From an optimization exercise on the open Yosys and OpenROAD flow, aimed at small area, a short achievable clock period and few clock cycles; shortcuts taken in it are not production practice. In this exercise RTL edits were held to simulation tests only and were not proved equivalent to the original. No activity file was given, so power comes from the tool's default toggle rates.

===== flow/design.v =====
module ptwb (
    input  wire        clk,
    input  wire        rst,           
    input  wire        host_we,
    input  wire [3:0]  host_addr,
    input  wire [63:0] host_wdata,
    output reg  [63:0] host_rdata,
    output wire        busy,
    output wire        mem_req,
    output wire        mem_we,
    output wire [63:0] mem_addr,
    output wire [63:0] mem_wdata,
    input  wire        mem_ready,
    input  wire [63:0] mem_rdata,
    output wire        alloc_req,
    input  wire        alloc_ready,
    input  wire        alloc_oom,
    input  wire [63:0] alloc_frame
);
    localparam [3:0] OP_FRAME_TO_PHYS    = 4'h1;
    localparam [3:0] OP_PHYS_TO_FRAME    = 4'h2;
    localparam [3:0] OP_PHYS_TO_ROOT_REG = 4'h3;
    localparam [3:0] OP_VPN              = 4'h4;
    localparam [3:0] OP_INDEX            = 4'h5;
    localparam [3:0] OP_ENTRY_READ       = 4'h6;
    localparam [3:0] OP_ENTRY_WRITE      = 4'h7;
    localparam [3:0] OP_WALK_LOOKUP      = 4'h8;
    localparam [3:0] OP_WALK_ALLOC       = 4'h9;
    localparam [3:0] OP_PAGE_MAP         = 4'hA;
    localparam [2:0] ERR_NONE            = 3'd0;
    localparam [2:0] ERR_OUT_OF_MEMORY   = 3'd1;
    localparam [2:0] ERR_PAGE_FAULT      = 3'd2;
    localparam [2:0] ERR_ALREADY_MAPPED  = 3'd3;
    localparam [2:0] ERR_INVALID_ADDRESS = 3'd4;
    localparam [3:0] FC_NONE             = 4'd0;
    localparam [3:0] FC_ILLEGAL_OP       = 4'd1;
    localparam [3:0] FC_RESERVED_BITS    = 4'd2;
    localparam [3:0] FC_INDEX_OOB        = 4'd3;
    localparam [3:0] FC_ROOT_MISALIGNED  = 4'd4;
    localparam [3:0] FC_SIZE_ZERO        = 4'd5;
    localparam [3:0] FC_FLAGS_NO_RWX     = 4'd6;
    localparam [3:0] FC_WRITE_WHILE_BUSY = 4'd7;
    reg [31:0] r_cmd;
    reg [63:0] r_root, r_va, r_pa, r_size, r_pte, r_idx;
    reg [63:0] r_result;
    reg        s_done, s_fault;
    reg [2:0]  s_err;
    reg [3:0]  s_cause;
    reg [51:0] cv;           
    reg [63:0] cp;           
    reg        s_rd;         
    reg        s_alloc;      
    reg        s_link;       
    reg        s_lrd;        
    reg        s_lwr;        
    reg        s_ard;        
    reg        s_awr;        
    reg        c_map;        
    reg        c_alc;        
    reg        c_l1;         
    reg [63:3] ma;           
    reg [51:0] fr;           
    reg [26:0] lst;          
    reg        lst_hi;       
    assign busy = s_rd | s_alloc | s_link | s_lrd | s_lwr | s_ard | s_awr;
    assign mem_req   = s_rd | s_link | s_lrd | s_lwr | s_ard | s_awr;
    assign mem_we    = s_link | s_lwr | s_awr;
    assign alloc_req = s_alloc;
    assign mem_addr  = {ma, 3'b0};
    assign mem_wdata = s_awr ? r_pte
                             : {2'b00, (s_link ? fr : cp[63:12]), 2'b00,
                                (s_link ? 8'h00 : r_cmd[15:8]) | 8'h01};
    wire [31:0] status = {20'b0, s_cause, 1'b0, 1'b0, s_fault, s_err, s_done, busy};
    always @(*) begin
        case (host_addr)
            4'd0:    host_rdata = {32'b0, r_cmd};
            4'd1:    host_rdata = {32'b0, status};
            4'd2:    host_rdata = r_root;
            4'd3:    host_rdata = r_va;
            4'd4:    host_rdata = r_pa;
            4'd5:    host_rdata = r_size;
            4'd6:    host_rdata = r_pte;
            4'd7:    host_rdata = r_idx;
            4'd8:    host_rdata = r_result;
            4'd9:    host_rdata = {cv, 12'b0};
            4'd10:   host_rdata = cp;
            default: host_rdata = 64'b0;
        endcase
    end
    wire [31:0] w    = host_wdata[31:0];
    wire [3:0]  w_op = w[3:0];
    wire        uses_root = (w_op >= OP_INDEX) && (w_op <= OP_PAGE_MAP);
    wire        uses_idx  = (w_op >= OP_INDEX) && (w_op <= OP_ENTRY_WRITE);
    reg [3:0] issue_cause;
    always @(*) begin
        if (w_op == 4'h0 || w_op > OP_PAGE_MAP)
            issue_cause = FC_ILLEGAL_OP;
        else if (w[7:6] != 2'b0 || w[31:16] != 16'b0)
            issue_cause = FC_RESERVED_BITS;
        else if (uses_root && r_root[11:0] != 12'b0)
            issue_cause = FC_ROOT_MISALIGNED;
        else if (uses_idx && r_idx[63:9] != 55'b0)
            issue_cause = FC_INDEX_OOB;
        else if (w_op == OP_PAGE_MAP && r_size == 64'b0)
            issue_cause = FC_SIZE_ZERO;
        else if (w_op == OP_PAGE_MAP && (w[15:8] & 8'h0E) == 8'b0)
            issue_cause = FC_FLAGS_NO_RWX;
        else
            issue_cause = FC_NONE;
    end
    wire cmd_wr = host_we && !busy && host_addr == 4'd0 && !s_fault;
    wire issue  = cmd_wr && issue_cause == FC_NONE;
    reg [63:0] pure_result;
    always @(*) begin
        case (w_op)
            OP_FRAME_TO_PHYS:    pure_result = {r_pte[61:10], 12'b0};
            OP_PHYS_TO_FRAME:    pure_result = {2'b00, r_pa[63:12], 10'b0};
            OP_PHYS_TO_ROOT_REG: pure_result = {4'b1000, 8'b0, r_pa[63:12]};
            OP_VPN: begin
                case (w[5:4])
                    2'd0:    pure_result = {55'b0, r_va[20:12]};
                    2'd1:    pure_result = {55'b0, r_va[29:21]};
                    2'd2:    pure_result = {55'b0, r_va[38:30]};
                    default: pure_result = {55'b0, r_va[47:39]};
                endcase
            end
            default:             pure_result = {r_root[63:12], r_idx[8:0], 3'b0};   
        endcase
    end
    wire va_bad = r_va[63:39] != 25'b0;
    wire [64:0] map_end = {1'b0, r_va} + {1'b0, r_size} - 65'd1;
    wire [26:0] wv = c_map ? cv[26:0] : r_va[38:12];
    wire [51:0] nt = s_link ? fr : mem_rdata[61:10];
    wire [27:0] cv_inc  = cv[27:0] + 28'd1;
    wire        is_last = !lst_hi && cv[26:0] == lst;
    wire        nxt_bad = cv_inc[27];
    wire rd_ok   = s_rd & mem_ready;
    wire link_ok = s_link & mem_ready;
    wire step    = (rd_ok & mem_rdata[0]) | link_ok;    
    always @(posedge clk) begin
        if (rst) begin
            r_cmd    <= 32'b0;
            r_root   <= 64'b0;
            r_va     <= 64'b0;
            r_pa     <= 64'b0;
            r_size   <= 64'b0;
            r_pte    <= 64'b0;
            r_idx    <= 64'b0;
            r_result <= 64'b0;
            s_done   <= 1'b0;
            s_fault  <= 1'b0;
            s_err    <= ERR_NONE;
            s_cause  <= FC_NONE;
            cv       <= 52'b0;
            cp       <= 64'b0;
            s_rd     <= 1'b0;
            s_alloc  <= 1'b0;
            s_link   <= 1'b0;
            s_lrd    <= 1'b0;
            s_lwr    <= 1'b0;
            s_ard    <= 1'b0;
            s_awr    <= 1'b0;
        end else begin
            if (host_we) begin
                if (busy) begin
                    if (!s_fault) begin
                        s_fault <= 1'b1;
                        s_cause <= FC_WRITE_WHILE_BUSY;
                    end
                end else begin
                    case (host_addr)
                        4'd2: r_root <= host_wdata;
                        4'd3: r_va   <= host_wdata;
                        4'd4: r_pa   <= host_wdata;
                        4'd5: r_size <= host_wdata;
                        4'd6: r_pte  <= host_wdata;
                        4'd7: r_idx  <= host_wdata;
                        default: ;
                    endcase
                end
            end
            if (cmd_wr) begin
                r_cmd  <= w;
                s_done <= 1'b0;
                s_err  <= ERR_NONE;
                if (!issue) begin
                    s_fault <= 1'b1;
                    s_cause <= issue_cause;
                end else begin
                    r_result <= 64'b0;
                    case (w_op)
                        OP_ENTRY_READ:  s_ard <= 1'b1;
                        OP_ENTRY_WRITE: s_awr <= 1'b1;
                        OP_WALK_LOOKUP, OP_WALK_ALLOC, OP_PAGE_MAP: begin
                            if (va_bad) begin
                                s_done <= 1'b1;
                                s_err  <= ERR_INVALID_ADDRESS;
                            end else begin
                                s_rd <= 1'b1;
                            end
                        end
                        default: begin
                            r_result <= pure_result;
                            s_done   <= 1'b1;
                        end
                    endcase
                    if (w_op == OP_PAGE_MAP) begin
                        cv <= r_va[63:12];
                        cp <= r_pa;
                    end
                end
            end
            if (s_ard && mem_ready) begin
                r_result <= mem_rdata;
                s_done   <= 1'b1;
                s_ard    <= 1'b0;
            end
            if (s_awr && mem_ready) begin
                s_done <= 1'b1;
                s_awr  <= 1'b0;
            end
            if (rd_ok && !mem_rdata[0]) begin
                s_rd <= 1'b0;
                if (c_alc) begin
                    s_alloc <= 1'b1;
                end else begin
                    s_err  <= ERR_PAGE_FAULT;
                    s_done <= 1'b1;
                end
            end
            if (s_alloc && alloc_ready) begin
                s_alloc <= 1'b0;
                if (alloc_oom) begin
                    s_err  <= ERR_OUT_OF_MEMORY;
                    s_done <= 1'b1;
                end else begin
                    s_link <= 1'b1;
                end
            end
            if (step) begin
                s_link <= 1'b0;
                if (!c_l1) begin
                    s_rd <= 1'b1;
                end else begin
                    s_rd <= 1'b0;
                    if (c_map) begin
                        s_lrd <= 1'b1;
                    end else begin
                        r_result <= {nt, wv[8:0], 3'b0};
                        s_done   <= 1'b1;
                    end
                end
            end
            if (s_lrd && mem_ready) begin
                s_lrd <= 1'b0;
                if (mem_rdata[0]) begin
                    s_err  <= ERR_ALREADY_MAPPED;
                    s_done <= 1'b1;
                end else begin
                    s_lwr <= 1'b1;
                end
            end
            if (s_lwr && mem_ready) begin
                s_lwr <= 1'b0;
                cv[27:0]  <= cv_inc;
                cp[63:12] <= cp[63:12] + 52'd1;
                if (is_last) begin
                    s_done <= 1'b1;
                end else if (nxt_bad) begin
                    s_err  <= ERR_INVALID_ADDRESS;
                    s_done <= 1'b1;
                end else begin
                    s_rd <= 1'b1;
                end
            end
        end
    end
    always @(posedge clk) begin
        if (issue) begin
            c_map  <= (w_op == OP_PAGE_MAP);
            c_alc  <= (w_op == OP_WALK_ALLOC) || (w_op == OP_PAGE_MAP);
            c_l1   <= 1'b0;
            lst    <= map_end[38:12];
            lst_hi <= map_end[64:39] != 26'b0;
            if (w_op == OP_ENTRY_READ || w_op == OP_ENTRY_WRITE)
                ma <= {r_root[63:12], r_idx[8:0]};
            else
                ma <= {r_root[63:12], r_va[38:30]};
        end
        if (step) begin
            c_l1 <= ~c_l1;
            ma   <= {nt, (c_l1 ? wv[8:0] : wv[17:9])};
        end
        if (s_alloc && alloc_ready)
            fr <= alloc_frame[63:12];
        if (s_lwr && mem_ready) begin
            ma <= {r_root[63:12], cv_inc[26:18]};
        end
    end
endmodule

===== flow/run.sh =====
#!/bin/bash
# synth_recipe.tcl (not shown) runs the flow's synth.tcl, then flattens the netlist and writes it again
# the make line also repeats each setting of config.mk as NAME=value (left out here)
make -C /OpenROAD-flow-scripts/flow DESIGN_CONFIG=/design/flow/config.mk WORK_HOME=/design/flow/orfs CLKGATE_MAP_FILE= SYNTH_SCRIPT=/design/flow/synth_recipe.tcl finish

===== flow/config.mk =====
export PLATFORM = sky130hd
export DESIGN_NAME = ptwb
export DESIGN_NICKNAME = ptwb
export VERILOG_FILES = /design/flow/design.v
export SDC_FILE = /design/flow/constraint.sdc
export NUM_CORES = 4
export LEC_CHECK = 0
export CAP_MARGIN = 20
export CORE_MARGIN = 2
export CORE_UTILIZATION = 40
export PLACE_DENSITY = 0.6
export SLEW_MARGIN = 20

===== flow/constraint.sdc =====
create_clock -name core_clock -period 8.0 [get_ports {clk}]
set_input_delay 1.6000 -clock core_clock [delete_from_list [all_inputs] [get_ports {clk}]]
set_output_delay 1.6000 -clock core_clock [all_outputs]
set_load 0.01 [all_outputs]

==> results of run 1 <==
==> Yosys cell counts (17+ instances only) <==
cell | number | area (um^2)
nand2b_1 | 71 | 444
mux2i_1 | 115 | 1150
a222oi_1 | 91 | 911
buf_2 | 36 | 180
a21oi_1 | 768 | 3840
nor4_1 | 65 | 407
a22oi_1 | 138 | 1040
mux4_2 | 17 | 383
a221oi_1 | 84 | 736
dfxtp_1 | 612 | 12300
a211oi_1 | 69 | 518
o21ai_0 | 167 | 836
a211o_1 | 47 | 412
and2_1 | 18 | 113
nor3_1 | 64 | 320
o211ai_1 | 63 | 473
a31oi_1 | 30 | 188
xor2_1 | 35 | 307
xnor2_1 | 40 | 350
a21o_1 | 26 | 195
nand3_1 | 110 | 551
clkbuf_1 | 364 | 1370
nor2_1 | 237 | 890
nand2_1 | 1188 | 4460
buf_1 | 28 | 105
nand4_1 | 71 | 444
inv_1 | 287 | 1080
ha_1 | 127 | 1590
a22o_1 | 69 | 604
edfxtp_1 | 144 | 4320
==> through the flow <==
step	cell area [um^2]	power, W
6_report	49500	0.00895
5_1_grt	49500	0.00919
4_1_cts	49500	0.00895
3_5_place_dp	46700	0.00496
3_3_place_gp	46700	0.00497
2_1_floorplan	41900	0.00456
==> cells in the final DEF, fill, tap and decap left out, drive strengths merged, types with 127 or more instances in the layout <==
master | synthesis | routed
nand2 | 1190 | 1190
a21oi | 768 | 768
dfxtp | 612 | 612
clkdlybuf4s50 | 0 | 380
inv | 288 | 295
nor2 | 239 | 239
o21ai | 170 | 170
edfxtp | 144 | 144
a22oi | 138 | 138
clkbuf | 370 | 130
ha | 127 | 127
==> critical path: cells and delay by family <==
family                 cells  cell delay (ps)
AND/OR/NAND/NOR            3             1320
buffers and inverters      3             1610
AO/OA/AOI/OAI              2              250
==> how the worst max path moves through the flow <==
stage	startpoint	to	slack (ps)
floorplan	host_wdata[0]	ma[10]	2220
global placement	host_addr[1]	host_rdata[27]	1600
detailed placement	host_addr[1]	host_rdata[29]	1600
CTS	host_addr[1]	host_rdata[29]	1600
global route	host_addr[1]	host_rdata[29]	1450
finish	host_addr[1]	host_rdata[27]	1540
==> report_power, final <==
part	switching (W)	internal (W)	total, W
Clock	0.00173	0.00232	0.00405
Sequential	0.0000465	0.00391	0.00396
Combinational	0.000608	0.000336	0.000944
Total	0.00239	0.00657	0.00895
==> registers in the layout (all words and copies together) (netlist names), 3 cells and up <==
signal and count:
r_root 64, r_idx 64, cv 52, s_err 3, cp 64, r_va 64, r_size 64, s_cause 4
r_cmd 32, ma 61, fr 52, r_result 64, r_pa 64, lst 27, r_pte 64
==> routing by layer <==
metal / track usage [%] / share of wire (%) / routed length [um] / vias to the layer above
met5: 0 / 0.011 / 22 / -
met1: 45.8 / 40 / 77800 / 20700
met2: 54.5 / 45 / 86700 / 2486
li1: - / - / - / 19400
met3: 6.41 / 9.4 / 18200 / 446
met4: 15.8 / 4.9 / 9500 / 4
==> layout make-up <==
| class | count | share of cell area, % |
|---|---|---|
| diodes | 5 | 0.0253 |
| clock buffers | 130 | 5.25 |
| clock inverters | 27 | 0.485 |
| inverters | 288 | 2.18 |
| multi-input cells | 3876 | 45.8 |
| flip-flops and latches | 756 | 33.5 |
| well taps | 1380 | 3.49 |
| repair buffers | 455 | 9.28 |
==> cells by family (layout without fill, tap and decap cells) <==
| group | after synthesis | in the layout |
|---|---|---|
| flip-flops | 756 | 756 |
| buffers and inverters | 734 | 900 |
| adder cells (fa/ha/maj) | 127 | 127 |
| other | 1 | 8 |
| XOR/XNOR | 75 | 75 |
| multiplexers | 132 | 132 |
| AND/OR/NAND/NOR | 1903 | 1903 |
| AO/OA/AOI/OAI | 1636 | 1636 |
==> flow_summary.yaml, run 1 <==
routing:
  dr.pass1.iters: 7
  drt-wirelength-per-cell_um: 27.8
  vias_per_cell: 6.21
  vias: 43000
  drc: 0
  drt-total-wl_mm: 192
  antenna_left: 0
  drtIter0Drc: 5615
die:
  initial_utilization_pct: 40.4
  pin_count: 398
  die_h_um: 328
  core_um2: 104000
  chipWidth_um: 328
  die_area_um2: 107000
  rows: 118
yosys:
  synthAdderAreaFrac_pct: 3.79
  synthFlopType: "dfxtp_1"
  async_flop_share_pct: 0
  syn_avg_cell_area_um2: 7.81
  synth_compound_area_share_pct: 24.9
  yosys_warnings: 1
  yosys.area_share.xor_xnor_pct: 1.57
  ys_ff_latch: 756
  syn_inst: 5364
  synth-edff-count: 144
  synth_seq_area_share_pct: 39.6
  yosys.area_share.simple_pct: 19.7
  synth_top_family_by_area: "compound AO/OA/AOI/OAI gates"
  synth_area_um2: 41900
  synth_cell_types: 80
  synthMuxAreaShare_pct: 3.66
critical_path:
  cp_max_fo: 38
  ff2ff_path_depth: 15
  crit_top_cell: "clkdlybuf4s50_1"
  crit_arrival_ps: 4860
  endpoint_kind: "primary output"
  rrSetupSlack_ps: 2780
  r2r-end: "lst_hi"
  critPathLaunchType: "primary input"
  path_cells: "clkdlybuf4s50_1 > nand2b_1 > nor3_2 > buf_12 > a22o_1 > a221oi_1 > nand4_1 > clkdlybuf4s50_1"
  max_stage_delay_ps: 770
  required_ps: 6400
  critPathKind: "primary input to primary output"
  worst_path_max_delay_cell: "nor3_2"
  rr_startpoint: "r_va[18]"
timing:
  finalMaxSlewViolations: 0
  min_period_over_period_pct: 80.7
  fin_tns_setup_ps: 0
  finalSetupViolCount: 0
  layout_setup_ws_ps: 1540
  hold_violations: 0
  hold_ws_ps: 454
  tightest_slew_ps: 1230
  grt_setup_unrepaired: "no"
  max_freq_mhz: 155
  skew_ps: 33.8
  final.min_clock_period_ps: 6460
  maxSlewHeadroom_pct: 16.8
clock_network:
  cts.repair.resized: 0
  cts_made_buffers: 88
  clk_latency_ps: 690
  cts_tree: "yes"
  cts_sinks: 756
  path_clk_slew_ps: 60
  cts_buffer_depth: 3
  postCtsSetupRepairBufs: 0
  holdBufCountCts: 0
  cts_max_level: 3
  clock-root-buffer: "clkbuf_16"
grt:
  grt_pass1_wl_mm: 278
  grt_overflow: 0
  antenna_found_initial: 10
  grt_pass1_vias: 40100
  grt_max_degree: 203
  grt_use_total_pct: 34.5
power:
  power_density_nw_per_um2: 181
  ir_drop_uv: 160
  cellLeakagePower_nw: 16.9
min_path:
  hp-class: "flip-flop to flip-flop"
  min_to: "r_cmd[28]"
  min_from: "r_cmd[28]"
  min_delay_path_depth: 2
layout:
  fillCellCount: 10100
  multi_input_area_um2: 22700
  stdcell_count: 6917
  seqCellArea_um2: 16600
  syn_to_final_growth_pct: 18.2
  drive_above_1_share_pct: 5.15
  layout.nets: 5794
  fin_util_pct: 47.8
place:
  io_buffer_count: 382
  place_inst: 6755
  hpwl_mm: 133
  pre_cts_slack_ps: 1600
  gp_congestion: 0.962
flow_run:
  maxCapViolCount: 0
outcome:
  status: "complete, no violations"
Testbench counts, summed over its fixed seeds: cycles 34,859.
==> run 2: changes to the inputs <==
--- a/flow/design.v
+++ b/flow/design.v
@@ -59,7 +59,6 @@
     reg        c_alc;        
     reg        c_l1;         
     reg [63:3] ma;           
-    reg [51:0] fr;           
     reg [26:0] lst;          
     reg        lst_hi;       
     assign busy = s_rd | s_alloc | s_link | s_lrd | s_lwr | s_ard | s_awr;
@@ -68,7 +67,7 @@
     assign alloc_req = s_alloc;
     assign mem_addr  = {ma, 3'b0};
     assign mem_wdata = s_awr ? r_pte
-                             : {2'b00, (s_link ? fr : cp[63:12]), 2'b00,
+                             : {2'b00, (s_link ? r_result[63:12] : cp[63:12]), 2'b00,
                                 (s_link ? 8'h00 : r_cmd[15:8]) | 8'h01};
     wire [31:0] status = {20'b0, s_cause, 1'b0, 1'b0, s_fault, s_err, s_done, busy};
     always @(*) begin
@@ -81,7 +80,7 @@
             4'd5:    host_rdata = r_size;
             4'd6:    host_rdata = r_pte;
             4'd7:    host_rdata = r_idx;
-            4'd8:    host_rdata = r_result;
+            4'd8:    host_rdata = busy ? 64'b0 : r_result;    
             4'd9:    host_rdata = {cv, 12'b0};
             4'd10:   host_rdata = cp;
             default: host_rdata = 64'b0;
@@ -130,7 +129,7 @@
     wire va_bad = r_va[63:39] != 25'b0;
     wire [64:0] map_end = {1'b0, r_va} + {1'b0, r_size} - 65'd1;
     wire [26:0] wv = c_map ? cv[26:0] : r_va[38:12];
-    wire [51:0] nt = s_link ? fr : mem_rdata[61:10];
+    wire [51:0] nt = s_link ? r_result[63:12] : mem_rdata[61:10];
     wire [27:0] cv_inc  = cv[27:0] + 28'd1;
     wire        is_last = !lst_hi && cv[26:0] == lst;
     wire        nxt_bad = cv_inc[27];
@@ -234,9 +233,12 @@
                     s_err  <= ERR_OUT_OF_MEMORY;
                     s_done <= 1'b1;
                 end else begin
-                    s_link <= 1'b1;
+                    s_link   <= 1'b1;
+                    r_result <= {alloc_frame[63:12], 12'b0};
                 end
             end
+            if (link_ok)
+                r_result <= 64'b0;
             if (step) begin
                 s_link <= 1'b0;
                 if (!c_l1) begin
@@ -291,8 +293,6 @@
             c_l1 <= ~c_l1;
             ma   <= {nt, (c_l1 ? wv[8:0] : wv[17:9])};
         end
-        if (s_alloc && alloc_ready)
-            fr <= alloc_frame[63:12];
         if (s_lwr && mem_ready) begin
             ma <= {r_root[63:12], cv_inc[26:18]};
         end
==> flow/flow/run.sh (new file) <==
#!/bin/bash
# Standard ORFS layout (the standard.sh, standard synthesis unchanged), with the port
# buffers made from plain sky130 buffers instead of the delay buffer buffer_ports picks by
# default. The make output goes to standard_make.log; ORFS keeps each step's log under orfs/logs.
set -euo pipefail
bash standard.sh "BUFFER_PORTS_ARGS=-buffer_cell sky130_fd_sc_hd__buf_1" finish > standard_make.log 2>&1
==> flow/standard.sh (new file) <==
#!/bin/bash
# synth_recipe.tcl (not shown) runs the flow's synth.tcl, then flattens the netlist and writes it again
# the make line also repeats each setting of config.mk as NAME=value (left out here)
make -C /OpenROAD-flow-scripts/flow DESIGN_CONFIG=/design/flow/config.mk WORK_HOME=/design/flow/orfs CLKGATE_MAP_FILE= SYNTH_SCRIPT=/design/flow/synth_recipe.tcl "${@:-finish}"
--- a/flow/config.mk
+++ b/flow/config.mk
@@ -9,4 +9,5 @@
 export CORE_MARGIN = 2
 export CORE_UTILIZATION = 40
 export PLACE_DENSITY = 0.6
+export SETUP_SLACK_MARGIN = 3.5
 export SLEW_MARGIN = 20
removed: flow/run.sh
==> flow_summary.yaml, run 2 <==
layout:
  syn_to_final_growth_pct: 21.4
  stdcell_count: 7133
  layout_common_cells: "nand2_1 (1,410), a21oi_1 (642), dfxtp_1 (602)"
  layout.nets: 6016
  fillCellCount: 10000
  layout_commonest_cell: "nand2_1"
  drive_above_1_share_pct: 11.5
clock_network:
  cts_tree: "yes"
  cts_buffer_depth: 3
  cts_made_buffers: 83
  cts_sinks: 704
  clk_latency_ps: 690
  cts_max_level: 3
  path_clk_slew_ps: 60
  holdBufCountCts: 0
  clock-root-buffer: "clkbuf_16"
place:
  place_inst: 6821
  gp_congestion: 0.995
  hpwl_mm: 142
  pre_cts_slack_ps: 1870
  io_buffer_count: 382
yosys:
  synth_top_area_share_pct: 30.1
  ys_ff_latch: 704
  synth_cell_types: 91
  async_flop_share_pct: 0
  synth.most_common_cell: "nand2_1"
  yosys_warnings: 1
  synth-edff-count: 92
  yosysTopAreaCell: "dfxtp_1"
  syn_inst: 5428
  syn_avg_cell_area_um2: 7.51
  synth_top_cells_by_count: "nand2_1 (1,445), a21oi_1 (644), dfxtp_1 (612)"
  synth_seq_area_share_pct: 36.9
  synthTopCellsByArea: "dfxtp_1 (30%), nand2_1 (13%), a21oi_1 (7.9%), edfxtp_1 (6.8%), ha_1 (3.9%)"
  synth_area_um2: 40700
  synthFlopType: "dfxtp_1"
power:
  cellLeakagePower_nw: 17.7
  ir_drop_uv: 144
  power_density_nw_per_um2: 178
critical_path:
  rr_startpoint: "r_size[20]"
  max_stage_delay_ps: 410
  required_ps: 6400
  path_cells: "buf_12 > clkinvlp_4 > nand2_8 > buf_6 > nor2_4 > buf_12 > buf_12 > a22o_1 > a221oi_2 > nand4_1 > buf_2"
  critPathLaunch: "host_addr[3]"
  critPathKind: "primary input to primary output"
  endpoint: "host_rdata[13]"
  crit_cells: 11
  cp_max_fo: 7
  crit_arrival_ps: 3460
  critPathTopFamily: "buffers and inverters"
  critPathLaunchType: "primary input"
  worst_path_max_delay_cell: "nand4_1"
  r2r-end: "lst_hi"
  crit_top_cell: "buf_12"
  crit_buf_inv: 6
  endpoint_kind: "primary output"
  ff2ff_path_depth: 15
  rrSetupSlack_ps: 3510
routing:
  drtIter0Drc: 8175
  drc: 0
  vias_per_cell: 6.50
  dr.pass1.iters: 9
  vias: 46400
  drt-total-wl_mm: 220
  antenna_left: 0
  drt-wirelength-per-cell_um: 30.8
grt:
  grt_max_degree: 198
  grt_pass1_wl_mm: 300
  antenna_found_initial: 18
  grt_overflow: 0
  grt_pass1_vias: 41500
  grt_use_total_pct: 39.4
timing:
  min_period_over_period_pct: 63.3
  finalSetupViolCount: 0
  final.min_clock_period_ps: 5060
  grt_setup_unrepaired: "yes"
  finalMaxSlewViolations: 0
  maxSlewHeadroom_pct: 18.9
  layout_setup_ws_ps: 2940
  max_freq_mhz: 198
  tightest_slew_ps: 1210
  fin_tns_setup_ps: 0
  skew_ps: 37.1
  hold_violations: 0
die:
  rows: 117
  pin_count: 398
  initial_utilization_pct: 40.2
  die_h_um: 323
  chipWidth_um: 323
  core_um2: 101000
  die_area_um2: 104000
outcome:
  status: "complete, no violations"
flow_run:
  maxCapViolCount: 0
min_path:
  hp-class: "flip-flop to flip-flop"
[run 2: cell types whose count changed after synthesis, sizes merged, moves of 51 or more]
cell | previous run | this run
a211oi | 69 | 9
nand2 | 1190 | 1446
o221ai | 2 | 53
nor2 | 239 | 165
nand2b | 71 | 18
a21oi | 768 | 644
edfxtp | 144 | 92
o21ai | 170 | 303
[run 2: worst min-delay path, cell delays in order, from the launching register on]
cell     delay, ps
dfxtp_1        300
nand2_1         50
a21oi_1         50
[run 2: through the flow]
step           total power [W]  hold slack, ps  utilization (%)  area (um^2)
5_1_grt                0.00897             469             48.7        49500
4_1_cts                0.00868             454             47.4        48100
6_report               0.00879             454             48.8        49500
3_5_place_dp           0.00464             446             42.6        43200
3_3_place_gp           0.00464             441             42.6        43200
2_1_floorplan          0.00428             436                -        40900
[run 2: kinds of logic after synthesis]
family,share of synthesized area (%)
and+or+nand+nor,21.8
AOI/OAI and AO/OA,25.2
buffers and inverters,7.07
DFF,36.9
muxes,3.66
adders and majority gates,3.90
xor gates and xnor gates,1.50
other,0.00920
[run 2: area by class of cell]
| type | count | area [um^2] | area share (%) |
|---|---|---|---|
| Multi-Input combinational cell | 3989 | 24100 | 48.7 |
| Sequential cell | 704 | 15000 | 30.4 |
| Timing Repair Buffer | 623 | 4740 | 9.58 |
| Clock buffer | 112 | 2380 | 4.81 |
| Tap cell | 1368 | 1710 | 3.46 |
| Inverter | 286 | 1080 | 2.18 |
| Clock inverter | 40 | 425 | 0.860 |
| Antenna cell | 11 | 27.5 | 0.0556 |
[run 2: worst min-delay path by stage]
stage                     startpoint         to  slack, ps  cells after the start
final                         cv[44]     cv[44]        450                      2
after global placement     r_cmd[28]  r_cmd[28]        440                      2
after global routing        r_cmd[0]   r_cmd[0]        470                      2
after detailed placement      cv[44]     cv[44]        450                      2
after CTS                     cv[44]     cv[44]        450                      2
after floorplan               cp[11]     cp[11]        440                      2
[run 2: power by group]
| group | internal [W] | switching (W) |
|---|---|---|
| registers | 0.00361 | 0.0000503 |
| logic | 0.000362 | 0.000731 |
| clock network | 0.00232 | 0.00171 |
[run 2: what timing repair did]
item,CTS,global route
setup buffers,78,38
pin swaps,69,88
endpoints found under the setup margin,332,246
gates cloned,17,16
resized for setup,233,134
[run 2: per-layer routing]
layer  GRT usage, %  vias up  routed length [um]
met5              0        -                 144
met4           20.1       24               12500
met3           11.0      638               31600
met2           57.6     3564               91000
met1           52.7    22200               84800
li1               -    20000                   -
Testbench counts of run 2, summed over its fixed seeds: cycles 34,859.
==> run 3: changes to the inputs <==
--- a/flow/design.v
+++ b/flow/design.v
@@ -138,20 +138,10 @@
     wire step    = (rd_ok & mem_rdata[0]) | link_ok;    
     always @(posedge clk) begin
         if (rst) begin
-            r_cmd    <= 32'b0;
-            r_root   <= 64'b0;
-            r_va     <= 64'b0;
-            r_pa     <= 64'b0;
-            r_size   <= 64'b0;
-            r_pte    <= 64'b0;
-            r_idx    <= 64'b0;
-            r_result <= 64'b0;
             s_done   <= 1'b0;
             s_fault  <= 1'b0;
             s_err    <= ERR_NONE;
             s_cause  <= FC_NONE;
-            cv       <= 52'b0;
-            cp       <= 64'b0;
             s_rd     <= 1'b0;
             s_alloc  <= 1'b0;
             s_link   <= 1'b0;
@@ -160,33 +150,17 @@
             s_ard    <= 1'b0;
             s_awr    <= 1'b0;
         end else begin
-            if (host_we) begin
-                if (busy) begin
-                    if (!s_fault) begin
-                        s_fault <= 1'b1;
-                        s_cause <= FC_WRITE_WHILE_BUSY;
-                    end
-                end else begin
-                    case (host_addr)
-                        4'd2: r_root <= host_wdata;
-                        4'd3: r_va   <= host_wdata;
-                        4'd4: r_pa   <= host_wdata;
-                        4'd5: r_size <= host_wdata;
-                        4'd6: r_pte  <= host_wdata;
-                        4'd7: r_idx  <= host_wdata;
-                        default: ;
-                    endcase
-                end
+            if (host_we && busy && !s_fault) begin
+                s_fault <= 1'b1;
+                s_cause <= FC_WRITE_WHILE_BUSY;
             end
             if (cmd_wr) begin
-                r_cmd  <= w;
                 s_done <= 1'b0;
                 s_err  <= ERR_NONE;
                 if (!issue) begin
                     s_fault <= 1'b1;
                     s_cause <= issue_cause;
                 end else begin
-                    r_result <= 64'b0;
                     case (w_op)
                         OP_ENTRY_READ:  s_ard <= 1'b1;
                         OP_ENTRY_WRITE: s_awr <= 1'b1;
@@ -198,19 +172,11 @@
                                 s_rd <= 1'b1;
                             end
                         end
-                        default: begin
-                            r_result <= pure_result;
-                            s_done   <= 1'b1;
-                        end
+                        default: s_done <= 1'b1;
                     endcase
-                    if (w_op == OP_PAGE_MAP) begin
-                        cv <= r_va[63:12];
-                        cp <= r_pa;
-                    end
                 end
             end
             if (s_ard && mem_ready) begin
-                r_result <= mem_rdata;
                 s_done   <= 1'b1;
                 s_ard    <= 1'b0;
             end
@@ -234,11 +200,8 @@
                     s_done <= 1'b1;
                 end else begin
                     s_link   <= 1'b1;
-                    r_result <= {alloc_frame[63:12], 12'b0};
                 end
             end
-            if (link_ok)
-                r_result <= 64'b0;
             if (step) begin
                 s_link <= 1'b0;
                 if (!c_l1) begin
@@ -248,7 +211,6 @@
                     if (c_map) begin
                         s_lrd <= 1'b1;
                     end else begin
-                        r_result <= {nt, wv[8:0], 3'b0};
                         s_done   <= 1'b1;
                     end
                 end
@@ -264,8 +226,6 @@
             end
             if (s_lwr && mem_ready) begin
                 s_lwr <= 1'b0;
-                cv[27:0]  <= cv_inc;
-                cp[63:12] <= cp[63:12] + 52'd1;
                 if (is_last) begin
                     s_done <= 1'b1;
                 end else if (nxt_bad) begin
@@ -284,17 +244,60 @@
             c_l1   <= 1'b0;
             lst    <= map_end[38:12];
             lst_hi <= map_end[64:39] != 26'b0;
-            if (w_op == OP_ENTRY_READ || w_op == OP_ENTRY_WRITE)
-                ma <= {r_root[63:12], r_idx[8:0]};
-            else
-                ma <= {r_root[63:12], r_va[38:30]};
         end
-        if (step) begin
+        if (step)
             c_l1 <= ~c_l1;
-            ma   <= {nt, (c_l1 ? wv[8:0] : wv[17:9])};
-        end
-        if (s_lwr && mem_ready) begin
-            ma <= {r_root[63:12], cv_inc[26:18]};
-        end
+    end
+    wire nrst   = ~rst;
+    wire we_idl = host_we & ~busy & nrst;
+    wire ld_cmd  = cmd_wr & nrst;
+    wire ld_root = we_idl & (host_addr == 4'd2);
+    wire ld_va   = we_idl & (host_addr == 4'd3);
+    wire ld_pa   = we_idl & (host_addr == 4'd4);
+    wire ld_size = we_idl & (host_addr == 4'd5);
+    wire ld_pte  = we_idl & (host_addr == 4'd6);
+    wire ld_idx  = we_idl & (host_addr == 4'd7);
+    always @(posedge clk) begin
+        r_cmd  <= (w          & {32{ld_cmd}})  | (r_cmd  & {32{nrst & ~ld_cmd}});
+        r_root <= (host_wdata & {64{ld_root}}) | (r_root & {64{nrst & ~ld_root}});
+        r_va   <= (host_wdata & {64{ld_va}})   | (r_va   & {64{nrst & ~ld_va}});
+        r_pa   <= (host_wdata & {64{ld_pa}})   | (r_pa   & {64{nrst & ~ld_pa}});
+        r_size <= (host_wdata & {64{ld_size}}) | (r_size & {64{nrst & ~ld_size}});
+        r_pte  <= (host_wdata & {64{ld_pte}})  | (r_pte  & {64{nrst & ~ld_pte}});
+        r_idx  <= (host_wdata & {64{ld_idx}})  | (r_idx  & {64{nrst & ~ld_idx}});
+    end
+    wire iss     = issue & nrst;
+    wire is_pure = (w_op == OP_FRAME_TO_PHYS) || (w_op == OP_PHYS_TO_FRAME) ||
+                   (w_op == OP_PHYS_TO_ROOT_REG) || (w_op == OP_VPN) || (w_op == OP_INDEX);
+    wire e_pure  = iss & is_pure;
+    wire e_rd    = s_ard & mem_ready & nrst;
+    wire e_fr    = s_alloc & alloc_ready & ~alloc_oom & nrst;
+    wire e_leaf  = step & c_l1 & ~c_map & nrst;
+    wire h_res   = nrst & ~issue & ~(s_ard & mem_ready) & ~(s_alloc & alloc_ready) & ~link_ok & ~e_leaf;
+    always @(posedge clk) begin
+        r_result <= (pure_result                 & {64{e_pure}}) |
+                    (mem_rdata                   & {64{e_rd}})   |
+                    ({alloc_frame[63:12], 12'b0} & {64{e_fr}})   |
+                    ({nt, wv[8:0], 3'b0}         & {64{e_leaf}}) |
+                    (r_result                    & {64{h_res}});
+    end
+    wire e_mld = iss & (w_op == OP_PAGE_MAP);
+    wire e_inc = s_lwr & mem_ready & nrst;
+    wire h_cur = nrst & ~e_mld & ~(s_lwr & mem_ready);
+    always @(posedge clk) begin
+        cv[27:0]  <= (r_va[39:12] & {28{e_mld}}) | (cv_inc & {28{e_inc}}) | (cv[27:0] & {28{h_cur}});
+        cv[51:28] <= (r_va[63:40] & {24{e_mld}}) | (cv[51:28] & {24{h_cur | e_inc}});
+        cp[11:0]  <= (r_pa[11:0]  & {12{e_mld}}) | (cp[11:0]  & {12{h_cur | e_inc}});
+        cp[63:12] <= (r_pa[63:12] & {52{e_mld}}) | ((cp[63:12] + 52'd1) & {52{e_inc}}) |
+                     (cp[63:12] & {52{h_cur}});
+    end
+    wire acc    = (w_op == OP_ENTRY_READ) || (w_op == OP_ENTRY_WRITE);
+    wire a_rt   = issue | (s_lwr & mem_ready);
+    wire h_ma   = ~a_rt & ~step;
+    wire [8:0] idx_a = issue ? (acc ? r_idx[8:0] : r_va[38:30]) : cv_inc[26:18];
+    always @(posedge clk) begin
+        ma[63:12] <= (r_root[63:12] & {52{a_rt}}) | (nt & {52{step}}) | (ma[63:12] & {52{h_ma}});
+        ma[11:3]  <= (idx_a & {9{a_rt}}) | ((c_l1 ? wv[8:0] : wv[17:9]) & {9{step}}) |
+                     (ma[11:3] & {9{h_ma}});
     end
 endmodule
==> flow/flow/run.sh (replaced) <==
#!/bin/bash
# Layout flow: the standard synthesis (standard.sh synth, unchanged), then the combinational
# cells re-mapped for area by Yosys/ABC with every flip-flop kept as the standard synthesis made
# and named it, then the standard ORFS layout (standard.sh) from floorplan to finish, with the
# port buffers made from plain buffers (buf_1) instead of the delay buffer buffer_ports picks.
# Each tool's output goes to a log file of its own in this folder; ORFS keeps its step logs
# under orfs/logs.
set -euo pipefail
W=$PWD
RES=$W/orfs/results/$FLOW_PLATFORM/ptwb/base
LIB=$FLOW_HOME/platforms/$FLOW_PLATFORM/lib/sky130_fd_sc_hd__tt_025C_1v80.lib
BP="BUFFER_PORTS_ARGS=-buffer_cell sky130_fd_sc_hd__buf_1"

bash standard.sh "$BP" synth > make_synth.log 2>&1
cp "$RES/1_2_yosys.v" "$W/standard_synth.v"

python3 flow/libfunc.py "$LIB" "$RES/1_2_yosys.v" "$W/cells_func.v" > libfunc.log 2>&1
sed -e "s|@WORK@|$W|g" -e "s|@LIB@|$LIB|g" -e "s|@NETLIST@|$RES/1_2_yosys.v|g" \
    -e "s|@TOP@|$FLOW_TOP|g" flow/remap.ys.in > "$W/remap.ys"
yosys -s "$W/remap.ys" > yosys_remap.log 2>&1

# rebuild the synthesis database from the re-mapped netlist, then lay it out
rm -f "$RES/1_synth.odb" "$RES/1_synth.sdc"
touch "$RES/1_2_yosys.v"
bash standard.sh "$BP" finish > make_finish.log 2>&1
==> flow/flow/libfunc.py (new file) <==
# Write Verilog models (assign from the liberty "function") of the combinational cells used in a netlist.
import re, sys
lib = open(sys.argv[1]).read()
used = set(re.findall(r'(sky130_fd_sc_hd__\w+)\s+\S+\s*\(', open(sys.argv[2]).read()))
out = []
for m in re.finditer(r'\n\s*cell \("(sky130_fd_sc_hd__\w+)"\) \{', lib):
    name = m.group(1)
    if name not in used: continue
    # cell body: up to next top-level cell
    start = m.end(); nxt = lib.find('\n    cell (', start)
    body = lib[start: nxt if nxt > 0 else len(lib)]
    if re.search(r'\b(ff|latch|statetable)\s*\(', body): continue
    pins = re.findall(r'(?<!pg_)pin \("(\w+)"\) \{(.*?)\n        \}', body, re.S)
    ins, outs = [], []
    for p, pb in pins:
        d = re.search(r'direction\s*:\s*"?(\w+)', pb).group(1)
        if d == 'input': ins.append(p)
        elif d == 'output':
            f = re.search(r'function\s*:\s*"([^"]+)"', pb)
            outs.append((p, f.group(1) if f else None))
    if not outs or any(f is None for _, f in outs): 
        sys.stderr.write('skip %s\n' % name); continue
    def conv(f):
        f = f.replace('!', '~').replace('+', '|').replace('*', '&')
        f = re.sub(r'(\w)\s+(?=[\w(~])', r'\1 & ', f)   # implicit and
        f = re.sub(r'\)\s+(?=[\w(~])', ') & ', f)
        return f
    ports = ins + [p for p, _ in outs]
    s = 'module %s(%s);\n' % (name, ', '.join(ports))
    for p in ins: s += '  input %s;\n' % p
    for p, f in outs: s += '  output %s;\n  assign %s = %s;\n' % (p, p, conv(f))
    s += 'endmodule\n'
    out.append(s)
open(sys.argv[3], 'w').write('\n'.join(out))
==> flow/flow/remap.ys.in (new file) <==
# Re-map the combinational cells of the standard synthesis for area. The flip-flops (and the
# netlist's names for them) are kept as they are: only cells without state are replaced.
read_verilog @WORK@/cells_func.v
read_liberty -lib -ignore_redef @LIB@
read_verilog @NETLIST@
hierarchy -top @TOP@
flatten
hierarchy -top @TOP@
read_liberty -lib -ignore_redef @LIB@
opt -purge
techmap
opt -fast
abc -liberty @LIB@ -dont_use sky130_fd_sc_hd__probe_p_8 -dont_use sky130_fd_sc_hd__probec_p_8 -dont_use sky130_fd_sc_hd__lpflow_bleeder_1 -dont_use sky130_fd_sc_hd__lpflow_clkbufkapwr_1 -dont_use sky130_fd_sc_hd__lpflow_clkbufkapwr_16 -dont_use sky130_fd_sc_hd__lpflow_clkbufkapwr_2 -dont_use sky130_fd_sc_hd__lpflow_clkbufkapwr_4 -dont_use sky130_fd_sc_hd__lpflow_clkbufkapwr_8 -dont_use sky130_fd_sc_hd__lpflow_clkinvkapwr_1 -dont_use sky130_fd_sc_hd__lpflow_clkinvkapwr_16 -dont_use sky130_fd_sc_hd__lpflow_clkinvkapwr_2 -dont_use sky130_fd_sc_hd__lpflow_clkinvkapwr_4 -dont_use sky130_fd_sc_hd__lpflow_clkinvkapwr_8 -dont_use sky130_fd_sc_hd__lpflow_decapkapwr_12 -dont_use sky130_fd_sc_hd__lpflow_decapkapwr_3 -dont_use sky130_fd_sc_hd__lpflow_decapkapwr_4 -dont_use sky130_fd_sc_hd__lpflow_decapkapwr_6 -dont_use sky130_fd_sc_hd__lpflow_decapkapwr_8 -dont_use sky130_fd_sc_hd__lpflow_inputiso0n_1 -dont_use sky130_fd_sc_hd__lpflow_inputiso0p_1 -dont_use sky130_fd_sc_hd__lpflow_inputiso1n_1 -dont_use sky130_fd_sc_hd__lpflow_inputiso1p_1 -dont_use sky130_fd_sc_hd__lpflow_inputisolatch_1 -dont_use sky130_fd_sc_hd__lpflow_isobufsrc_1 -dont_use sky130_fd_sc_hd__lpflow_isobufsrc_16 -dont_use sky130_fd_sc_hd__lpflow_isobufsrc_2 -dont_use sky130_fd_sc_hd__lpflow_isobufsrc_4 -dont_use sky130_fd_sc_hd__lpflow_isobufsrc_8 -dont_use sky130_fd_sc_hd__lpflow_isobufsrckapwr_16 -dont_use sky130_fd_sc_hd__lpflow_lsbuf_lh_hl_isowell_tap_1 -dont_use sky130_fd_sc_hd__lpflow_lsbuf_lh_hl_isowell_tap_2 -dont_use sky130_fd_sc_hd__lpflow_lsbuf_lh_hl_isowell_tap_4 -dont_use sky130_fd_sc_hd__lpflow_lsbuf_lh_isowell_4 -dont_use sky130_fd_sc_hd__lpflow_lsbuf_lh_isowell_tap_1 -dont_use sky130_fd_sc_hd__lpflow_lsbuf_lh_isowell_tap_2 -dont_use sky130_fd_sc_hd__lpflow_lsbuf_lh_isowell_tap_4 
opt_clean -purge
setundef -zero
hilomap -singleton -hicell sky130_fd_sc_hd__conb_1 HI -locell sky130_fd_sc_hd__conb_1 LO
insbuf -buf sky130_fd_sc_hd__buf_4 A X
splitnets
opt_clean -purge
rename -enumerate -pattern _rm%_
check -assert -mapped
stat -liberty @LIB@
write_verilog -noattr -nohex -nodec @NETLIST@
==> flow_summary.yaml, run 3 <==
power:
  swShare_pct: 27.9
  p_sw_w: 0.00244
  p_total_w: 0.00874
  p_int_w: 0.00630
  clockPowerShare_pct: 45.5
  power_density_nw_per_um2: 195
  power_frac_comb_pct: 12.7
  cellLeakagePower_nw: 17.0
  ir_drop_uv: 141
  p_seq_share_pct: 41.8
min_path:
  hp-class: "flip-flop to flip-flop"
  min_delay_path_depth: 2
clock_network:
  path_clk_slew_ps: 60
  cts_max_level: 3
  cts_sinks: 704
  cts_buffer_depth: 3
  cts_made_buffers: 80
  clk_latency_ps: 660
  holdBufCountCts: 0
  cts_tree: "yes"
  clock-root-buffer: "clkbuf_16"
timing:
  max_freq_mhz: 195
  skew_ps: 38.2
  tightest_slew_ps: 1240
  fin_tns_setup_ps: 0
  finalMaxSlewViolations: 0
  min_period_over_period_pct: 64.2
  hold_ws_ps: 440
  hold_violations: 0
  maxSlewHeadroom_pct: 17.2
  final.min_clock_period_ps: 5140
  grt_setup_unrepaired: "yes"
  finalSetupViolCount: 0
yosys:
  syn_inst: 4234
  synth_area_um2: 36300
  syn_avg_cell_area_um2: 8.58
  yosys_warnings: 1
place:
  hpwl_mm: 126
  gp_congestion: 1.04
  io_buffer_count: 382
  place_area_um2: 38800
grt:
  grt_max_degree: 137
  grt_overflow: 0
  antenna_found_initial: 9
  grt_pass1_wl_mm: 272
  grt_use_total_pct: 39.6
  grt_pass1_vias: 37100
critical_path:
  endpoint_kind: "primary output"
  critPathLaunchType: "primary input"
  ff2ff_path_depth: 15
  required_ps: 6400
  crit_arrival_ps: 3540
  cp_max_fo: 9
  critPathKind: "primary input to primary output"
layout:
  drive_above_1_share_pct: 12.5
  layout_common_cells: "dfxtp_1 (634), nor2_1 (495), nand2_1 (396)"
  fillCellCount: 8781
  fin_util_pct: 49.7
  stdcell_area_um2: 44700
  syn_to_final_growth_pct: 23.1
  layout_commonest_cell: "dfxtp_1"
  layout.nets: 4929
outcome:
  status: "complete, no violations"
routing:
  dr.pass1.iters: 9
  vias: 41200
  drtIter0Drc: 6741
  drt-total-wl_mm: 199
  drt-wirelength-per-cell_um: 33.3
  vias_per_cell: 6.89
  antenna_left: 0
  drc: 0
flow_run:
  maxCapViolCount: 0
die:
  rows: 110
  chipWidth_um: 305
  core_um2: 90000
  pin_count: 398
  die_h_um: 305
  initial_utilization_pct: 40.4
  die_area_um2: 93300
[run 3: layer usage]
| metal | up-vias | part of all wire, % | track usage, % |
|---|---|---|---|
| met5 | - | 0.012 | 0 |
| met4 | 4 | 7.1 | 23.3 |
| met3 | 651 | 13 | 9.64 |
| met2 | 3083 | 42 | 59.3 |
| met1 | 20100 | 38 | 51.6 |
| li1 | 17300 | - | - |
[run 3: area by class of cell]
| cell class | count | area [um^2] | area share, % |
|---|---|---|---|
| Timing Repair Buffer | 596 | 4340 | 9.71 |
| Inverter | 40 | 163 | 0.364 |
| Clock inverter | 27 | 365 | 0.817 |
| Sequential cell | 704 | 14500 | 32.4 |
| Multi-Input combinational cell | 3305 | 21500 | 48.0 |
| Clock buffer | 121 | 2420 | 5.41 |
| Antenna cell | 6 | 15.0 | 0.0336 |
| Tap cell | 1176 | 1470 | 3.29 |
[run 3: critical path: stages]
cell	delay, ps
buf_8	100
buf_12	130
nand2b_4	160
buf_6	120
nor2_4	290
buf_6	170
buf_16	210
a22oi_1	100
nand4_1	240
a221o_1	260
buf_6	130
[run 3: worst paths after layout]
path	from	end	slack (ps)
hold reg to reg	r_result[1]	r_result[1]	440
hold / removal	r_result[1]	r_result[1]	440
setup / recovery	host_addr[0]	host_rdata[9]	2860
setup reg to reg	r_size[14]	lst_hi	3440
[run 3: repair_timing]
item / 4_1_cts / 5_1_grt
hold endpoints to repair: 0 / 0
resized for setup: 255 / 105
pin swaps: 92 / 67
buffers inserted: 70 / 42
setup endpoints to repair: 344 / 180
cloned: 20 / 8
[run 3: through the flow]
step	cells	worst slack [ps]
final	5975	2860
after global routing	5970	2840
after CTS	5918	2930
after detailed placement	5680	1590
after global placement	5680	1600
after floorplan	4236	1760
[run 3: power groups by stage]
stage          clock, W  sequential, W  combinational [W]
2_1_floorplan         0        0.00369           0.000525
3_3_place_gp          0        0.00373           0.000896
3_5_place_dp          0        0.00373           0.000896
4_1_cts         0.00395        0.00365            0.00102
5_1_grt         0.00409        0.00365            0.00115
6_report        0.00397        0.00365            0.00111
Testbench counts of run 3, summed over its fixed seeds: cycles 34,859.
==> run 4: changes to the inputs <==
--- a/flow/design.v
+++ b/flow/design.v
@@ -238,7 +238,7 @@
         end
     end
     always @(posedge clk) begin
-        if (issue) begin
+        if (!busy) begin
             c_map  <= (w_op == OP_PAGE_MAP);
             c_alc  <= (w_op == OP_WALK_ALLOC) || (w_op == OP_PAGE_MAP);
             c_l1   <= 1'b0;
@@ -292,9 +292,9 @@
                      (cp[63:12] & {52{h_cur}});
     end
     wire acc    = (w_op == OP_ENTRY_READ) || (w_op == OP_ENTRY_WRITE);
-    wire a_rt   = issue | (s_lwr & mem_ready);
+    wire a_rt   = ~busy | (s_lwr & mem_ready);
     wire h_ma   = ~a_rt & ~step;
-    wire [8:0] idx_a = issue ? (acc ? r_idx[8:0] : r_va[38:30]) : cv_inc[26:18];
+    wire [8:0] idx_a = ~busy ? (acc ? r_idx[8:0] : r_va[38:30]) : cv_inc[26:18];
     always @(posedge clk) begin
         ma[63:12] <= (r_root[63:12] & {52{a_rt}}) | (nt & {52{step}}) | (ma[63:12] & {52{h_ma}});
         ma[11:3]  <= (idx_a & {9{a_rt}}) | ((c_l1 ? wv[8:0] : wv[17:9]) & {9{step}}) |
--- a/flow/flow/run.sh
+++ b/flow/flow/run.sh
@@ -2,7 +2,8 @@
 # Layout flow: the standard synthesis (standard.sh synth, unchanged), then the combinational
 # cells re-mapped for area by Yosys/ABC with every flip-flop kept as the standard synthesis made
 # and named it, then the standard ORFS layout (standard.sh) from floorplan to finish, with the
-# port buffers made from plain buffers (buf_1) instead of the delay buffer buffer_ports picks.
+# port buffers made from plain buffers (buf_1) instead of the delay buffer buffer_ports picks,
+# and a clock tree with larger sink clusters and no dummy loads.
 # Each tool's output goes to a log file of its own in this folder; ORFS keeps its step logs
 # under orfs/logs.
 set -euo pipefail
@@ -10,6 +11,8 @@
 RES=$W/orfs/results/$FLOW_PLATFORM/ptwb/base
 LIB=$FLOW_HOME/platforms/$FLOW_PLATFORM/lib/sky130_fd_sc_hd__tt_025C_1v80.lib
 BP="BUFFER_PORTS_ARGS=-buffer_cell sky130_fd_sc_hd__buf_1"
+# clock tree: larger sink clusters and no dummy loads (fewer, fully used clock buffers)
+CTS="CTS_ARGS=-sink_clustering_enable -repair_clock_nets -dont_use_dummy_load -sink_clustering_size 24 -sink_clustering_max_diameter 120"
 
 bash standard.sh "$BP" synth > make_synth.log 2>&1
 cp "$RES/1_2_yosys.v" "$W/standard_synth.v"
@@ -22,4 +25,4 @@
 # rebuild the synthesis database from the re-mapped netlist, then lay it out
 rm -f "$RES/1_synth.odb" "$RES/1_synth.sdc"
 touch "$RES/1_2_yosys.v"
-bash standard.sh "$BP" finish > make_finish.log 2>&1
+bash standard.sh "$BP" "$CTS" finish > make_finish.log 2>&1
==> flow/flow/remap.ys.in (replaced) <==
# Re-map the combinational cells of the standard synthesis for area. The flip-flops (and the
# netlist's names for them) are kept as they are: only cells without state are replaced.
read_verilog @WORK@/cells_func.v
read_liberty -lib -ignore_redef @LIB@
read_verilog @NETLIST@
hierarchy -top @TOP@
flatten
hierarchy -top @TOP@
read_liberty -lib -ignore_redef @LIB@
opt -purge
techmap
opt -fast
abc -liberty @LIB@ -dont_use sky130_fd_sc_hd__a222oi_1 -dont_use sky130_fd_sc_hd__probe_p_8 -dont_use sky130_fd_sc_hd__probec_p_8 -dont_use sky130_fd_sc_hd__lpflow_bleeder_1 -dont_use sky130_fd_sc_hd__lpflow_clkbufkapwr_1 -dont_use sky130_fd_sc_hd__lpflow_clkbufkapwr_16 -dont_use sky130_fd_sc_hd__lpflow_clkbufkapwr_2 -dont_use sky130_fd_sc_hd__lpflow_clkbufkapwr_4 -dont_use sky130_fd_sc_hd__lpflow_clkbufkapwr_8 -dont_use sky130_fd_sc_hd__lpflow_clkinvkapwr_1 -dont_use sky130_fd_sc_hd__lpflow_clkinvkapwr_16 -dont_use sky130_fd_sc_hd__lpflow_clkinvkapwr_2 -dont_use sky130_fd_sc_hd__lpflow_clkinvkapwr_4 -dont_use sky130_fd_sc_hd__lpflow_clkinvkapwr_8 -dont_use sky130_fd_sc_hd__lpflow_decapkapwr_12 -dont_use sky130_fd_sc_hd__lpflow_decapkapwr_3 -dont_use sky130_fd_sc_hd__lpflow_decapkapwr_4 -dont_use sky130_fd_sc_hd__lpflow_decapkapwr_6 -dont_use sky130_fd_sc_hd__lpflow_decapkapwr_8 -dont_use sky130_fd_sc_hd__lpflow_inputiso0n_1 -dont_use sky130_fd_sc_hd__lpflow_inputiso0p_1 -dont_use sky130_fd_sc_hd__lpflow_inputiso1n_1 -dont_use sky130_fd_sc_hd__lpflow_inputiso1p_1 -dont_use sky130_fd_sc_hd__lpflow_inputisolatch_1 -dont_use sky130_fd_sc_hd__lpflow_isobufsrc_1 -dont_use sky130_fd_sc_hd__lpflow_isobufsrc_16 -dont_use sky130_fd_sc_hd__lpflow_isobufsrc_2 -dont_use sky130_fd_sc_hd__lpflow_isobufsrc_4 -dont_use sky130_fd_sc_hd__lpflow_isobufsrc_8 -dont_use sky130_fd_sc_hd__lpflow_isobufsrckapwr_16 -dont_use sky130_fd_sc_hd__lpflow_lsbuf_lh_hl_isowell_tap_1 -dont_use sky130_fd_sc_hd__lpflow_lsbuf_lh_hl_isowell_tap_2 -dont_use sky130_fd_sc_hd__lpflow_lsbuf_lh_hl_isowell_tap_4 -dont_use sky130_fd_sc_hd__lpflow_lsbuf_lh_isowell_4 -dont_use sky130_fd_sc_hd__lpflow_lsbuf_lh_isowell_tap_1 -dont_use sky130_fd_sc_hd__lpflow_lsbuf_lh_isowell_tap_2 -dont_use sky130_fd_sc_hd__lpflow_lsbuf_lh_isowell_tap_4 
opt_clean -purge
setundef -zero
hilomap -singleton -hicell sky130_fd_sc_hd__conb_1 HI -locell sky130_fd_sc_hd__conb_1 LO
insbuf -buf sky130_fd_sc_hd__buf_4 A X
splitnets
opt_clean -purge
rename -enumerate -pattern _rm%_
check -assert -mapped
stat -liberty @LIB@
write_verilog -noattr -nohex -nodec @NETLIST@
==> flow_summary.yaml, run 4 <==
power:
  swShare_pct: 29.5
  p_sw_w: 0.00200
  power_density_nw_per_um2: 154
  p_int_w: 0.00479
  clockPowerShare_pct: 30.2
  power_frac_comb_pct: 15.1
  cellLeakagePower_nw: 16.2
  ir_drop_uv: 129
  p_seq_share_pct: 54.7
yosys:
  synth_area_um2: 36800
  syn_inst: 4279
  syn_avg_cell_area_um2: 8.59
  yosys_warnings: 1
grt:
  antenna_found_initial: 11
  grt_overflow: 0
  grt_use_total_pct: 38.8
  grt_pass1_vias: 36700
  grt_pass1_wl_mm: 268
  grt_max_degree: 93
die:
  die_area_um2: 94300
  core_um2: 91400
  die_h_um: 307
  pin_count: 398
  rows: 111
  initial_utilization_pct: 40.2
  chipWidth_um: 307
routing:
  wl_met1_mm: 74.5
  wl_met2_mm: 81.2
  vias_per_cell: 6.82
  dr.pass1.iters: 7
  drt-total-wl_mm: 193
  drtIter0Drc: 6274
  antenna_left: 0
  top_layer: "met5"
  drc: 0
  drt-wirelength-per-cell_um: 32.5
  wl_met3_mm: 24.0
  vias: 40600
clock_network:
  holdBufCountCts: 0
  cts_max_level: 2
  cts_tree: "yes"
  cts_made_buffers: 35
  clk_latency_ps: 640
  cts_buffer_depth: 3
  path_clk_slew_ps: 50
  clock-root-buffer: "clkbuf_16"
  cts_sinks: 704
critical_path:
  required_ps: 6400
  endpoint_kind: "primary output"
  path_cells: "buf_1 > buf_6 > nand2b_4 > nor3b_4 > buf_6 > buf_12 > buf_4 > a22oi_2 > nand4_1 > a221o_1 > buf_2"
  critPathLaunchType: "primary input"
  rr_startpoint: "r_va[6]"
  critPathLaunch: "host_addr[3]"
  worst_path_max_delay_cell: "a221o_1"
  cp_max_fo: 17
  crit_arrival_ps: 3460
  crit_top_cell: "buf_6"
  max_stage_delay_ps: 330
  critPathKind: "primary input to primary output"
place:
  pre_cts_slack_ps: 1940
  io_buffer_count: 382
  hpwl_mm: 121
  gp_congestion: 0.996
timing:
  final.min_clock_period_ps: 5060
  grt_setup_unrepaired: "yes"
  max_freq_mhz: 198
  finalMaxSlewViolations: 0
  hold_violations: 0
  min_period_over_period_pct: 63.2
  fin_tns_setup_ps: 0
  skew_ps: 49.9
  tightest_slew_ps: 1300
  maxSlewHeadroom_pct: 13.4
  layout_setup_ws_ps: 2940
  hold_ws_ps: 470
  finalSetupViolCount: 0
layout:
  layout_commonest_cell: "dfxtp_1"
  fin_util_pct: 48.3
  layout.nets: 4959
  fillCellCount: 8899
  drive_above_1_share_pct: 12.5
  layout_common_cells: "dfxtp_1 (654), a22o_1 (443), nand2_1 (434)"
  syn_to_final_growth_pct: 20.2
min_path:
  hp-class: "flip-flop to flip-flop"
  min_from: "cp[8]"
flow_run:
  maxCapViolCount: 0
outcome:
  status: "complete, no violations"
## run 4: path summary, 6_finish.rpt
check                         to  cells after the start  slack (ps)
setup / recovery  host_rdata[62]                     11        2940
hold / removal             cp[8]                      1         470
setup reg to reg          lst_hi                     18        3100
hold reg to reg            cp[8]                      1         470
## run 4: critical path, delay by kind of cell
family / cells / cell delay [ps]
simple gates: 3 / 480
compound gates: 2 / 500
buf+inv: 6 / 840
## run 4: power by group through the flow
stage / Combinational (W) / Clock (W) / Sequential [W]
2_1_floorplan: 0.000473 / 0 / 0.00375
3_3_place_gp: 0.000816 / 0 / 0.00378
3_5_place_dp: 0.000816 / 0 / 0.00378
4_1_cts: 0.000952 / 0.00202 / 0.00370
5_1_grt: 0.00107 / 0.00214 / 0.00372
6_report: 0.00103 / 0.00205 / 0.00371
## run 4: what timing repair did
item	4_1_cts	5_1_grt
setup buffers	97	37
setup endpoints to repair	306	114
resized for setup	299	133
pin swaps	85	77
gates cloned	28	8
## run 4: per-stage QoR
step | total power [W] | area, um^2 | std cells
global placement | 0.00460 | 39200 | 5734
global route | 0.00693 | 44200 | 5943
floorplan | 0.00422 | 37000 | 4281
finish | 0.00678 | 44200 | 5947
CTS | 0.00667 | 43100 | 5895
detailed placement | 0.00460 | 39300 | 5735
## run 4: layout make-up
cell class | count | area [um^2] | share of cell area (%)
multi-input combinational | 3334 | 22300 | 50.5
sequential | 704 | 14400 | 32.7
antenna | 6 | 15.0 | 0.0340
clock buffer | 35 | 876 | 1.98
timing repair buffer | 629 | 4860 | 11.0
tap | 1186 | 1480 | 3.36
timing repair inverter | 1 | 8.76 | 0.0198
inverter | 52 | 209 | 0.473
## run 4: per-layer routing
layer / up-vias / GRT usage [%]
met4: 14 / 22.7
met3: 644 / 10.5
met2: 2920 / 57.2
li1: 17300 / -
met1: 19700 / 50.6
met5: - / 0
Testbench counts of run 4, summed over its fixed seeds: cycles 34,859.
==> run 5: changes to the inputs <==
--- a/flow/config.mk
+++ b/flow/config.mk
@@ -9,5 +9,5 @@
 export CORE_MARGIN = 2
 export CORE_UTILIZATION = 40
 export PLACE_DENSITY = 0.6
-export SETUP_SLACK_MARGIN = 3.5
+export SETUP_SLACK_MARGIN = 3.0
 export SLEW_MARGIN = 20
==> flow_summary.yaml, run 5 <==
outcome:
  status: "complete, no violations"
die:
  pin_count: 398
  chipWidth_um: 307
  die_h_um: 307
  core_um2: 91400
  die_area_um2: 94300
  rows: 111
  initial_utilization_pct: 40.2
layout:
  syn_to_final_growth_pct: 13.1
  multi_input_area_um2: 21500
  drive_above_1_share_pct: 6.88
  stdcell_count: 5841
  seqCellArea_um2: 14400
  fillCellCount: 9222
  layout_commonest_cell: "dfxtp_1"
  layout_common_cells: "dfxtp_1 (660), a22o_1 (448), nand2_1 (440)"
  fin_util_pct: 45.5
  layout.nets: 4854
clock_network:
  cts_made_buffers: 35
  clk_latency_ps: 610
  holdBufCountCts: 0
  cts_tree: "yes"
  cts_max_level: 2
  cts_buffer_depth: 3
  cts_sinks: 704
  clock-root-buffer: "clkbuf_16"
  path_clk_slew_ps: 100
timing:
  grt_setup_unrepaired: "yes"
  finalMaxSlewViolations: 0
  finalSetupViolCount: 0
  hold_violations: 0
  hold_ws_ps: 455
  layout_setup_ws_ps: 2910
  skew_ps: 47.5
  final.min_clock_period_ps: 5090
  max_freq_mhz: 197
  min_period_over_period_pct: 63.6
  tightest_slew_ps: 1180
  maxSlewHeadroom_pct: 21.3
routing:
  drc: 0
  drt-wirelength-per-cell_um: 30.8
  antenna_left: 0
  drtIter0Drc: 5833
  drt-total-wl_mm: 180
  dr.pass1.iters: 6
  vias: 39200
  vias_per_cell: 6.71
yosys:
  syn_inst: 4279
  yosys_warnings: 1
  syn_avg_cell_area_um2: 8.59
  synth_area_um2: 36800
place:
  hpwl_mm: 121
  gp_congestion: 0.980
  place_inst: 5737
  io_buffer_count: 382
  pre_cts_slack_ps: 1790
critical_path:
  ff2ff_path_depth: 18
  max_stage_delay_ps: 280
  critPathTopFamily: "buffers and inverters"
  crit_arrival_ps: 3490
  crit_cells: 11
  crit_buf_inv: 5
  required_ps: 6400
  critPathLaunchType: "primary input"
  path_cells: "buf_6 > buf_12 > nand2b_4 > nor3b_4 > buf_4 > clkbuf_16 > a22o_1 > a221o_1 > a221oi_2 > nand2_1 > buf_1"
  endpoint_kind: "primary output"
  critPathKind: "primary input to primary output"
  cp_max_fo: 20
  worst_path_max_delay_cell: "a221o_1"
power:
  cellLeakagePower_nw: 14.9
  swShare_pct: 29.0
  p_int_w: 0.00474
  power_density_nw_per_um2: 160
  ir_drop_uv: 117
  power_frac_comb_pct: 14.0
  p_sw_w: 0.00194
  clockPowerShare_pct: 30.4
  p_seq_share_pct: 55.6
flow_run:
  maxCapViolCount: 0
grt:
  grt_overflow: 0
  grt_pass1_wl_mm: 253
  grt_use_total_pct: 35.8
  grt_pass1_vias: 35600
  grt_max_degree: 93
  antenna_found_initial: 15
min_path:
  hp-class: "flip-flop to flip-flop"
  min_delay_path_depth: 2
-- run 5: per-stage QoR --
| step | setup TNS (ps) | total power (W) | area (um^2) |
|---|---|---|---|
| 2_1_floorplan | -43280 | 0.00422 | 37000 |
| 5_1_grt | 0 | 0.00682 | 41600 |
| 4_1_cts | 0 | 0.00658 | 40900 |
| 3_3_place_gp | 0 | 0.00459 | 39200 |
| 6_report | 0 | 0.00667 | 41600 |
| 3_5_place_dp | 0 | 0.00459 | 39200 |
-- run 5: per-layer routing --
layer | vias up | global-route usage, % | routed length (um)
met3 | 516 | 8.49 | 20100
met1 | 19100 | 47.7 | 72500
met2 | 2455 | 54.5 | 77100
met4 | 10 | 16.9 | 10400
li1 | 17100 | - | -
met5 | - | 0 | 69
-- run 5: final cells by class --
| class | count | share of cell area [%] |
|---|---|---|
| diodes | 5 | 0.0301 |
| clock buffers | 35 | 2.11 |
| inverters | 52 | 0.533 |
| multi-input cells | 3335 | 51.7 |
| flip-flops and latches | 704 | 34.7 |
| well taps | 1186 | 3.57 |
| repair buffers | 524 | 7.37 |
-- run 5: power by group through the flow --
stage	Combinational (W)	Sequential (W)	Clock, W
2_1_floorplan	0.000473	0.00375	0
5_1_grt	0.000979	0.00371	0.00213
3_3_place_gp	0.000807	0.00378	0
3_5_place_dp	0.000805	0.00378	0
6_report	0.000933	0.00371	0.00203
4_1_cts	0.000867	0.00370	0.00201
-- run 5: tightest hold or removal path: cells and delay by family (launching register included) --
family / cells / cell delay (ps)
AND/OR/NAND/NOR: 2 / 90
flip-flops: 1 / 330
-- run 5: path summary, 6_finish.rpt --
check / startpoint / end / slack, ps
worst max-delay path: host_addr[3] / host_rdata[5] / 2910
worst min-delay path: s_cause[3] / s_cause[3] / 460
worst max register to register: r_size[6] / lst_hi / 2930
worst min register to register: s_cause[3] / s_cause[3] / 460
-- run 5: timing repair --
item / CTS / global route
gates cloned: 5 / 6
buffers inserted: 27 / 24
pin swaps: 28 / 19
resized for setup: 102 / 68
setup endpoints to repair: 75 / 85

## static timing again, ports no longer ideal
The results above use ideal ports. As a check the final layouts listed here were re-extracted and re-timed, cells and wires unchanged.
Step 1 sets driving cells, clkbuf_16 on the clock port and buf_2 on the other inputs (assumed; they add their load-dependent delay and slew).
Step 2 adds t to the input delays and takes it off the output delays; t is the mean of the earliest and latest rising clock arrival at the registers after step 1. Input paths then give back, and output paths get back, about the clock's delay inside the block.
Three values: no drivers, after step 1, after step 2; two values: the first two.
run	t (ns)	setup slack, ns	latest minus earliest clock arrival (ns)
run 1	0.751	1.541 / 1.518 / 1.518	0.035 / 0.034
run 2	0.748	2.937 / 2.846 / 2.846	0.042 / 0.043
run 3	0.716	2.864 / 2.817 / 2.817	0.038 / 0.038
run 4	0.680	2.942 / 2.920 / 2.881	0.051 / 0.050
run 5	0.665	2.914 / 2.871 / 2.506	0.048 / 0.047
After both steps setup and hold are still met in every run listed. The setup slack of run 5, which loses most, moves by -0.043 ns with the drivers and by -0.408 ns with both steps.
